Context: an optimization exercise on an open-source flow, tuned for small area, a short achievable clock period and few clock cycles. The choices shown serve that exercise and are no tape-out recipe. The RTL was checked by simulation tests, not by an equivalence proof against the original design.

==> v8 <==
==> flow/design.v <==
module bdm_codec (
    input  wire         clk,
    input  wire         rst,
    input  wire         req_valid,
    output wire         req_ready,
    input  wire [7:0]   req,
    input  wire [7:0]   p0,
    input  wire [7:0]   p1,
    input  wire [39:0]  hdr,
    input  wire [8:0]   din_len,
    input  wire         din_valid,
    output wire         din_ready,
    input  wire [7:0]   din_data,
    output wire         dout_valid,
    input  wire         dout_ready,
    output wire [7:0]   dout_data,
    output wire         dout_last,
    output wire         done,
    output wire [3:0]   st,
    output wire [2:0]   cls,
    output wire [7:0]   rb,
    output wire         rf,
    output wire [7:0]   opc,
    output wire [7:0]   ctl,
    output wire [7:0]   len,
    output wire [191:0] fld,
    output wire [7:0]   fv
);
    localparam [3:0] ST_OK        = 4'h0,
                     ST_EMPTY     = 4'h1,
                     ST_TRUNC     = 4'h2,
                     ST_CHECKSUM  = 4'h3,
                     ST_LENGTH    = 4'h4,
                     ST_UNEXP_OPC = 4'h5,
                     ST_PAY_SHORT = 4'h6,
                     ST_TOO_LONG  = 4'h7,
                     ST_ILL_OP    = 4'h8,
                     ST_ILL_ENT   = 4'h9;
    reg         rr;          
    reg         dr;          
    reg         dv;          
    reg         dl;          
    reg  [7:0]  dd;          
    reg         dn;          
    reg         k_din;       
    reg         k_enc_hdr;   
    reg         k_enc_dat;   
    reg         k_enc_cs;    
    reg         k_build;     
    reg         skv;         
    reg         k_clr;       
    reg         k_csum;
    reg         k_verify;
    reg         k_frame;     
    reg         k_pget;      
    reg         k_ser;       
    reg         k_xsel;      
    reg  [3:0]  ent;
    reg  [8:0]  rem;         
    reg         lastf;       
    reg  [4:0]  c;           
    reg  [3:0]  cb;          
    reg  [7:0]  m;           
    reg  [7:0]  x;           
    reg  [7:0]  acc;
    reg         f_trunc;     
    reg         f_len;       
    reg         f_pshort;    
    reg         f_opc;       
    reg  [7:0]  r_ctl;
    reg  [7:0]  r_opc;
    reg  [7:0]  bn [0:2];
    reg  [7:0]  b [3:13];
    reg  [3:0]  st_q;
    reg  [2:0]  cls_q;
    reg         rf_q;
    reg  [7:0]  gfn;         
    wire [15:0] eh = 16'd1 << ent;           
    wire [7:0] e_grp = {eh[11], eh[10], eh[9], eh[8], eh[6], eh[4], eh[2], eh[0]};
    wire [7:0] e_wop = ({8{eh[0]}}  & 8'h19) | ({8{eh[1]}}  & 8'h18) |
                       ({8{eh[2]}}  & 8'hAD) | ({8{eh[3]}}  & 8'hAC) |
                       ({8{eh[4]}}  & 8'h45) | ({8{eh[5]}}  & 8'h44) |
                       ({8{eh[6]}}  & 8'h3B) | ({8{eh[7]}}  & 8'h3A) |
                       ({8{eh[8]}}  & 8'h33) | ({8{eh[9]}}  & 8'h2F) |
                       ({8{eh[10]}} & 8'h85) | ({8{eh[11]}} & 8'h15);
    wire [7:0] e_minl = eh[2] ? 8'd4 : eh[8] ? 8'd5 : eh[11] ? 8'd16 : 8'd3;
    wire e_get = (e_grp != 8'h00);
    wire e_src = (ent == 4'h3);
    wire [3:0] rop = req[3:0];
    wire [3:0] ren = req[7:4];
    wire take = req_valid && rr;
    wire op_din   = (rop == 4'h1) || (rop == 4'h2) || (rop == 4'h3) ||
                    (rop == 4'h5) || (rop == 4'h7);
    wire ill_op   = (rop == 4'h0) || (rop > 4'h9);
    wire ill_ent  = ((rop == 4'h6) || (rop == 4'h7)) && (ren > 4'hB);
    wire too_long = (op_din && (din_len > 9'd261)) || ((rop == 4'h4) && (din_len > 9'd255));
    wire n_zero   = (din_len == 9'd0);
    wire frame_op = (rop == 4'h5) || (rop == 4'h7);
    wire r_get    = (ren == 4'h0) || (ren == 4'h2) || (ren == 4'h4) || (ren == 4'h6) ||
                    (ren == 4'h8) || (ren == 4'h9) || (ren == 4'hA) || (ren == 4'hB);
    reg [3:0] st_take;
    reg [2:0] cls_take;
    always @(*) begin
        if (ill_op)                              begin st_take = ST_ILL_OP;   cls_take = 3'd4; end
        else if (ill_ent)                        begin st_take = ST_ILL_ENT;  cls_take = 3'd4; end
        else if (too_long)                       begin st_take = ST_TOO_LONG; cls_take = 3'd4; end
        else if (frame_op && n_zero)             begin st_take = ST_EMPTY;    cls_take = 3'd1; end
        else                                     begin st_take = ST_OK;       cls_take = 3'd0; end
    end
    wire fail_take = ill_op || ill_ent || too_long;
    wire go_din    = op_din && !fail_take && !n_zero;
    wire go_enc    = (rop == 4'h4) && !too_long;
    wire go_build  = (rop == 4'h6) && !ill_ent;
    wire zero_len  = !(go_din || go_enc || go_build);
    wire [7:0] acc_fed = acc ^ p0;
    wire din_fire = din_valid && dr;
    wire adv      = !dv || dout_ready;               
    wire out_end  = dv && dout_ready && dl;          
    wire [4:0] c1 = (c == 5'd31) ? c : c + 5'd1;
    wire [3:0] cb1 = cb + 4'd1;
    reg  [7:0] bbyte;
    always @(*) begin
        case (cb)
            4'd1:    bbyte = 8'h01;
            4'd5:    bbyte = e_src ? 8'h07 : (e_get ? 8'h03 : 8'h04);
            4'd6:    bbyte = 8'h01;
            4'd7:    bbyte = e_wop;
            4'd8:    bbyte = e_get ? 8'h00 : r_ctl;
            4'd9:    bbyte = e_src ? r_opc : 8'h00;
            4'd10:   bbyte = e_src ? 8'h01 : 8'h00;
            default: bbyte = 8'h00;
        endcase
    end
    wire b_cs = (cb == (e_src ? 4'd13 : (e_get ? 4'd9 : 4'd10)));
    reg  [7:0] hbyte;
    always @(*) begin
        case (cb[1:0])
            2'd1:    hbyte = ~bn[0];
            2'd2:    hbyte = ~bn[1];
            2'd3:    hbyte = ~bn[2];
            default: hbyte = r_ctl;
        endcase
    end
    wire [7:0] x_cs = x ^ (dv ? dd : 8'h00);
    wire cs_ok  = (x == din_data);
    wire pre_ok = !f_trunc && !f_len && !f_opc && !f_pshort;
    wire fin_ok = pre_ok && cs_ok;
    reg [3:0] st_fin;
    reg [2:0] cls_fin;
    always @(*) begin
        if (f_trunc)          begin st_fin = ST_TRUNC;     cls_fin = 3'd1; end
        else if (!cs_ok)      begin st_fin = ST_CHECKSUM;  cls_fin = 3'd2; end
        else if (f_len)       begin st_fin = ST_LENGTH;    cls_fin = 3'd1; end
        else if (f_opc)       begin st_fin = ST_UNEXP_OPC; cls_fin = 3'd3; end
        else if (f_pshort)    begin st_fin = ST_PAY_SHORT; cls_fin = 3'd3; end
        else                  begin st_fin = ST_OK;        cls_fin = 3'd0; end
    end
    wire din_end = k_din && din_fire && lastf;       
    wire fail_end = din_end && k_frame && !fin_ok;
    wire [7:0] bz   = din_data & {8{k_din}};
    wire       bclr = rr || k_clr;
    always @(posedge clk) begin
        st_q  <= take ? st_take : (din_end && k_frame) ? st_fin : k_clr ? st_q : ST_OK;
        cls_q <= take ? cls_take : (din_end && k_frame) ? cls_fin : k_clr ? cls_q : 3'd0;
        rf_q  <= din_end && k_verify && cs_ok;
        gfn   <= ~((din_end && k_pget && fin_ok) ? e_grp : 8'h00);
    end
    wire skid_out = k_enc_dat && !din_fire && skv && adv;    
    always @(posedge clk) begin
        if (rst) begin
            rr        <= 1'b1;
            dr        <= 1'b0;
            dv        <= 1'b0;
            dn        <= 1'b0;
            k_din     <= 1'b0;
            k_enc_hdr <= 1'b0;
            k_enc_dat <= 1'b0;
            k_enc_cs  <= 1'b0;
            k_build   <= 1'b0;
            skv       <= 1'b0;
            k_clr     <= 1'b0;
            acc       <= 8'h00;
        end else begin
            dn    <= 1'b0;
            k_clr <= fail_end;
            if (take) begin
                rr        <= zero_len;
                dn        <= zero_len;
                dr        <= go_din;
                k_din     <= go_din;
                k_enc_hdr <= go_enc;
                k_build   <= go_build;
                dv        <= go_enc || go_build;
                if (rop == 4'h8) acc <= 8'h00;
                if (rop == 4'h9) acc <= acc_fed;
            end
            if (din_end) begin
                dr    <= 1'b0;
                k_din <= 1'b0;
                if (!fail_end) begin
                    dn <= 1'b1;
                    rr <= 1'b1;
                end
            end
            if (k_clr) begin
                dn <= 1'b1;
                rr <= 1'b1;
            end
            if (k_enc_hdr && adv && cb == 4'd4) begin
                k_enc_hdr <= 1'b0;
                if (rem == 9'd0) begin
                    k_enc_cs <= 1'b1;
                end else begin
                    k_enc_dat <= 1'b1;
                    dr        <= 1'b1;
                end
            end
            if (k_enc_dat) begin
                if (din_fire) begin
                    if (adv) begin
                        dv <= 1'b1;
                    end else begin
                        skv <= 1'b1;
                        dr  <= 1'b0;
                    end
                    if (lastf) begin
                        dr <= 1'b0;
                        if (adv) begin
                            k_enc_dat <= 1'b0;
                            k_enc_cs  <= 1'b1;
                        end
                    end
                end else if (skv && adv) begin
                    dv  <= 1'b1;
                    skv <= 1'b0;
                    if (rem == 9'd0) begin
                        k_enc_dat <= 1'b0;
                        k_enc_cs  <= 1'b1;
                    end else begin
                        dr <= 1'b1;
                    end
                end else if (adv) begin
                    dv <= 1'b0;
                end
            end
            if (k_enc_cs && adv) begin
                dv       <= 1'b1;
                k_enc_cs <= 1'b0;
            end
            if (k_build && adv && b_cs)
                k_build <= 1'b0;
            if (out_end) begin
                dv <= 1'b0;
                dn <= 1'b1;
                rr <= 1'b1;
            end
        end
    end
    integer i;
    always @(posedge clk) begin
        if (rr) begin
            k_csum   <= (rop == 4'h2);
            k_verify <= (rop == 4'h3);
            k_frame  <= frame_op;
            k_pget   <= (rop == 4'h7) && r_get;
            k_ser    <= (rop == 4'h7) && (ren == 4'hB);
            k_xsel   <= (rop == 4'h1) || (rop == 4'h2);
            ent      <= ren;
            rem      <= din_len;
            lastf    <= (din_len == 9'd1);
            m        <= (go_din && frame_op) ? din_len[7:0] - 8'd6 : 8'h00;
            c        <= 5'd0;
            cb       <= 4'd1;
            dl       <= 1'b0;
            dd       <= (rop == 4'h4) ? hdr[7:0] : 8'hA6;
            x        <= (rop == 4'h9) ? acc_fed : 8'h00;
            f_trunc  <= frame_op && (din_len < 9'd7);
            f_len    <= 1'b0;
            f_pshort <= 1'b0;
            f_opc    <= 1'b0;
            bn[0]    <= ~hdr[15:8];
            bn[1]    <= ~hdr[23:16];
            bn[2]    <= ~hdr[31:24];
            r_ctl    <= go_enc ? hdr[39:32] : go_build ? p0 : 8'h00;
            r_opc    <= go_build ? p1 : 8'h00;
        end
        for (i = 3; i < 14; i = i + 1)
            if (bclr || (k_ser && din_fire && c == i + 7))
                b[i] <= bz;
        if (k_din && din_fire) begin
            c     <= c1;
            rem   <= rem - 9'd1;
            lastf <= (rem == 9'd2);
            if (!lastf)       x <= x ^ din_data;
            else if (!k_xsel) x <= 8'h00;
            else if (!k_csum) x <= x ^ din_data;
            if (c == 5'd4) begin
                f_len    <= (din_data < 8'd2) || (din_data != m);
                f_pshort <= k_pget && (m < e_minl);
            end
            if (c == 5'd6) f_opc <= k_pget && (din_data != e_wop);
            if (c == 5'd5 && k_frame) r_ctl <= din_data;
            if (c == 5'd6 && k_frame) r_opc <= din_data;
            if (c == 5'd7) bn[0]  <= ~din_data;
            if (c == 5'd8) bn[1]  <= ~din_data;
            if (c == 5'd9) bn[2]  <= ~din_data;
        end
        if (k_enc_hdr && adv) begin
            dd <= hbyte;
            cb <= cb1;
        end
        if (k_enc_dat && din_fire) begin
            rem   <= rem - 9'd1;
            lastf <= (rem == 9'd2);
            if (adv) dd <= din_data;
            else     r_opc <= din_data;
        end
        if (skid_out) dd <= r_opc;
        if (k_enc_cs && adv) begin
            dd <= x_cs;
            dl <= 1'b1;
        end
        if (k_build && adv) begin
            cb <= cb1;
            if (b_cs) begin
                dd <= x_cs;
                dl <= 1'b1;
            end else begin
                dd <= bbyte;
            end
        end
        if ((k_enc_hdr || k_enc_dat || k_enc_cs || k_build || dl) && dv && dout_ready)
            x <= x_cs;
        if (k_clr) begin
            r_ctl <= 8'h00;
            r_opc <= 8'h00;
            m     <= 8'h00;
        end
        if (out_end) begin
            r_ctl <= 8'h00;
            r_opc <= 8'h00;
        end
    end
    assign req_ready  = rr;
    assign din_ready  = dr;
    assign dout_valid = dv;
    assign dout_data  = dd;
    assign dout_last  = dl;
    assign done       = dn;
    assign st         = st_q;
    assign cls        = cls_q;
    assign rb         = x;
    assign rf         = rf_q;
    assign opc        = r_opc;
    assign ctl        = r_ctl;
    assign len        = m;
    assign fv         = ~gfn;
    assign fld[  7:  0] = ~(bn[0] | {8{gfn[0]}});                
    assign fld[ 15:  8] = ~(bn[0] | {8{gfn[1]}});                
    assign fld[ 23: 16] = ~(bn[1] | {8{gfn[1]}});                
    assign fld[ 31: 24] = ~(bn[0] | {8{gfn[2]}});                
    assign fld[ 39: 32] = {6'd0, ~(bn[0][1:0] | {2{gfn[3]}})};   
    assign fld[ 47: 40] = ~(bn[0] | {8{gfn[4]}});                
    assign fld[ 55: 48] = ~(bn[1] | {8{gfn[4]}});                
    assign fld[ 63: 56] = ~(bn[2] | {8{gfn[4]}});                
    assign fld[ 71: 64] = ~(bn[0] | {8{gfn[5]}});                
    assign fld[ 79: 72] = ~(bn[0] | {8{gfn[6]}});                
    assign fld[ 87: 80] = ~(bn[0] | {8{gfn[7]}});                
    assign fld[ 95: 88] = ~(bn[1] | {8{gfn[7]}});                
    assign fld[103: 96] = ~(bn[2] | {8{gfn[7]}});                
    genvar g;
    generate
        for (g = 3; g < 14; g = g + 1) begin : g_ser
            assign fld[80 + 8*g +: 8] = b[g];                    
        end
    endgenerate
endmodule
==> flow/flow/run.sh <==
#!/bin/bash
set -euo pipefail
export BUFFER_PORTS_ARGS="-buffer_cell sky130_fd_sc_hd__buf_1"
bash standard.sh > standard.log 2>&1
==> flow/standard.sh <==
#!/bin/bash
# synth_recipe.tcl (not shown) runs the flow's synth.tcl, then flattens the netlist and writes it again
# the make line also repeats each setting of config.mk as NAME=value (left out here)
make -C /OpenROAD-flow-scripts/flow DESIGN_CONFIG=/design/flow/config.mk WORK_HOME=/design/flow/orfs CLKGATE_MAP_FILE= SYNTH_SCRIPT=/design/flow/synth_recipe.tcl "${@:-finish}"
==> flow/config.mk <==
export PLATFORM = sky130hd
export DESIGN_NAME = bdm_codec
export DESIGN_NICKNAME = bdm_codec
export VERILOG_FILES = /design/flow/design.v
export SDC_FILE = /design/flow/constraint.sdc
export NUM_CORES = 4
export LEC_CHECK = 0
export ABC_AREA = 1
export CAP_MARGIN = 20
export CORE_MARGIN = 2
export CORE_UTILIZATION = 40
export CTS_BUF_LIST = sky130_fd_sc_hd__clkbuf_8
export CTS_CLUSTER_DIAMETER = 70
export CTS_CLUSTER_SIZE = 14
export SETUP_SLACK_MARGIN = 3.5
export SLEW_MARGIN = 20
==> flow/constraint.sdc <==
create_clock -name core_clock -period 6.0 [get_ports {clk}]
set_input_delay 1.2000 -clock core_clock [delete_from_list [all_inputs] [get_ports {clk}]]
set_output_delay 1.2000 -clock core_clock [all_outputs]
set_load 0.01 [all_outputs]
==> v23 (differences from v8) <==
--- a/flow/design.v
+++ b/flow/design.v
@@ -74,2 +74,3 @@
     reg  [3:0]  st_q;
+    reg         cs_bad;      
     reg  [2:0]  cls_q;
@@ -90,3 +91,4 @@
     wire [3:0] ren = req[7:4];
-    wire take = req_valid && rr;
+    wire rdy  = !(k_din || k_enc_hdr || k_enc_dat || k_enc_cs || k_build || k_clr || dv);
+    wire take = req_valid && rdy;
     wire op_din   = (rop == 4'h1) || (rop == 4'h2) || (rop == 4'h3) ||
@@ -151,3 +153,3 @@
         if (f_trunc)          begin st_fin = ST_TRUNC;     cls_fin = 3'd1; end
-        else if (!cs_ok)      begin st_fin = ST_CHECKSUM;  cls_fin = 3'd2; end
+        else if (cs_bad)      begin st_fin = ST_CHECKSUM;  cls_fin = 3'd2; end
         else if (f_len)       begin st_fin = ST_LENGTH;    cls_fin = 3'd1; end
@@ -160,6 +162,7 @@
     wire [7:0] bz   = din_data & {8{k_din}};
-    wire       bclr = rr || k_clr;
+    wire       bclr = rdy || k_clr;
     always @(posedge clk) begin
-        st_q  <= take ? st_take : (din_end && k_frame) ? st_fin : k_clr ? st_q : ST_OK;
-        cls_q <= take ? cls_take : (din_end && k_frame) ? cls_fin : k_clr ? cls_q : 3'd0;
+        st_q   <= take ? st_take : k_clr ? st_fin : ST_OK;
+        cls_q  <= take ? cls_take : k_clr ? cls_fin : 3'd0;
+        cs_bad <= !cs_ok;
         rf_q  <= din_end && k_verify && cs_ok;
@@ -260,3 +263,3 @@
     always @(posedge clk) begin
-        if (rr) begin
+        if (rdy) begin
             k_csum   <= (rop == 4'h2);
--- a/flow/config.mk
+++ b/flow/config.mk
@@ -11,5 +11,6 @@
 export CORE_UTILIZATION = 40
-export CTS_BUF_LIST = sky130_fd_sc_hd__clkbuf_8
-export CTS_CLUSTER_DIAMETER = 70
-export CTS_CLUSTER_SIZE = 14
+export CTS_BUF_LIST = sky130_fd_sc_hd__clkbuf_16
+export CTS_CLUSTER_DIAMETER = 80
+export CTS_CLUSTER_SIZE = 20
+export PLACE_DENSITY = 0.7
 export SETUP_SLACK_MARGIN = 3.5
==> results.sh <==
export IMPL_status="timing/DRC/antenna clean"
export IMPL_drt_iter0_drc=921
export IMPL_path_cells="buf_12 -> nor2_1 -> buf_2"
export IMPL_dp_slack_ns=2.80
export IMPL_ys_top_cells_by_count="nand2_1 (287), nor2_1 (217), inv_1 (160), o21ai_0 (130), edfxtp_1 (125)"
export IMPL_min_to="skv"
export IMPL_synth_area_per_cell_um2=8.06
export IMPL_core_area_um2=28500
export IMPL_vias=11100
export IMPL_min_period_ns=2.55
export IMPL_grt_use_met2_pct=41.6
That was v8.
==> results.sh <==
export IMPL_dp_slack_ns=2.95
export IMPL_vias=11200
export IMPL_min_to="acc[6]"
export IMPL_ys_top_cells_by_count="nand2_1 (257), nor2_1 (181), inv_1 (163), o21ai_0 (127), edfxtp_1 (118)"
export IMPL_synth_area_per_cell_um2=8.08
export IMPL_status="timing/DRC/antenna clean"
export IMPL_grt_use_met2_pct=40.2
export IMPL_path_cells="buf_6 -> nor2_1 -> buf_1"
That was v23.
Testbench counts of v8, summed over its fixed seeds: cycles 26,864.
Testbench counts of v23, summed over its fixed seeds: cycles 26,864.

==> port drivers added, routing unchanged <==
The results above use ideal ports. As a check the final layouts listed here were re-extracted and re-timed, cells and wires unchanged. Step 1: set_driving_cell puts a clkbuf_16 on clk and a buf_2 on each other input, an assumption about the parent block. Step 2 also shifts input and output timing later by t, the mid clock arrival at the registers, as if the neighbouring blocks saw the same clock. Three values: ideal, step 1, step 2; two values: the first two.
| run | t, ns | setup WS [ns] | worst setup path at the end | slew at the worst register clock pin (ns) | worst data-port slew with drivers (ns) |
|---|---|---|---|---|---|
| v8 | 0.585 | 3.447 / 3.411 / 3.008 | input to register | 0.11 / 0.11 | 0.06 |
| v23 | 0.530 | 3.509 / 3.460 / 3.104 | input to register | 0.09 / 0.09 | 0.07 |
After both steps setup and hold are still met in every run listed. The setup slack of v8, which loses most, moves by -0.036 ns with the drivers and by -0.439 ns with both steps.
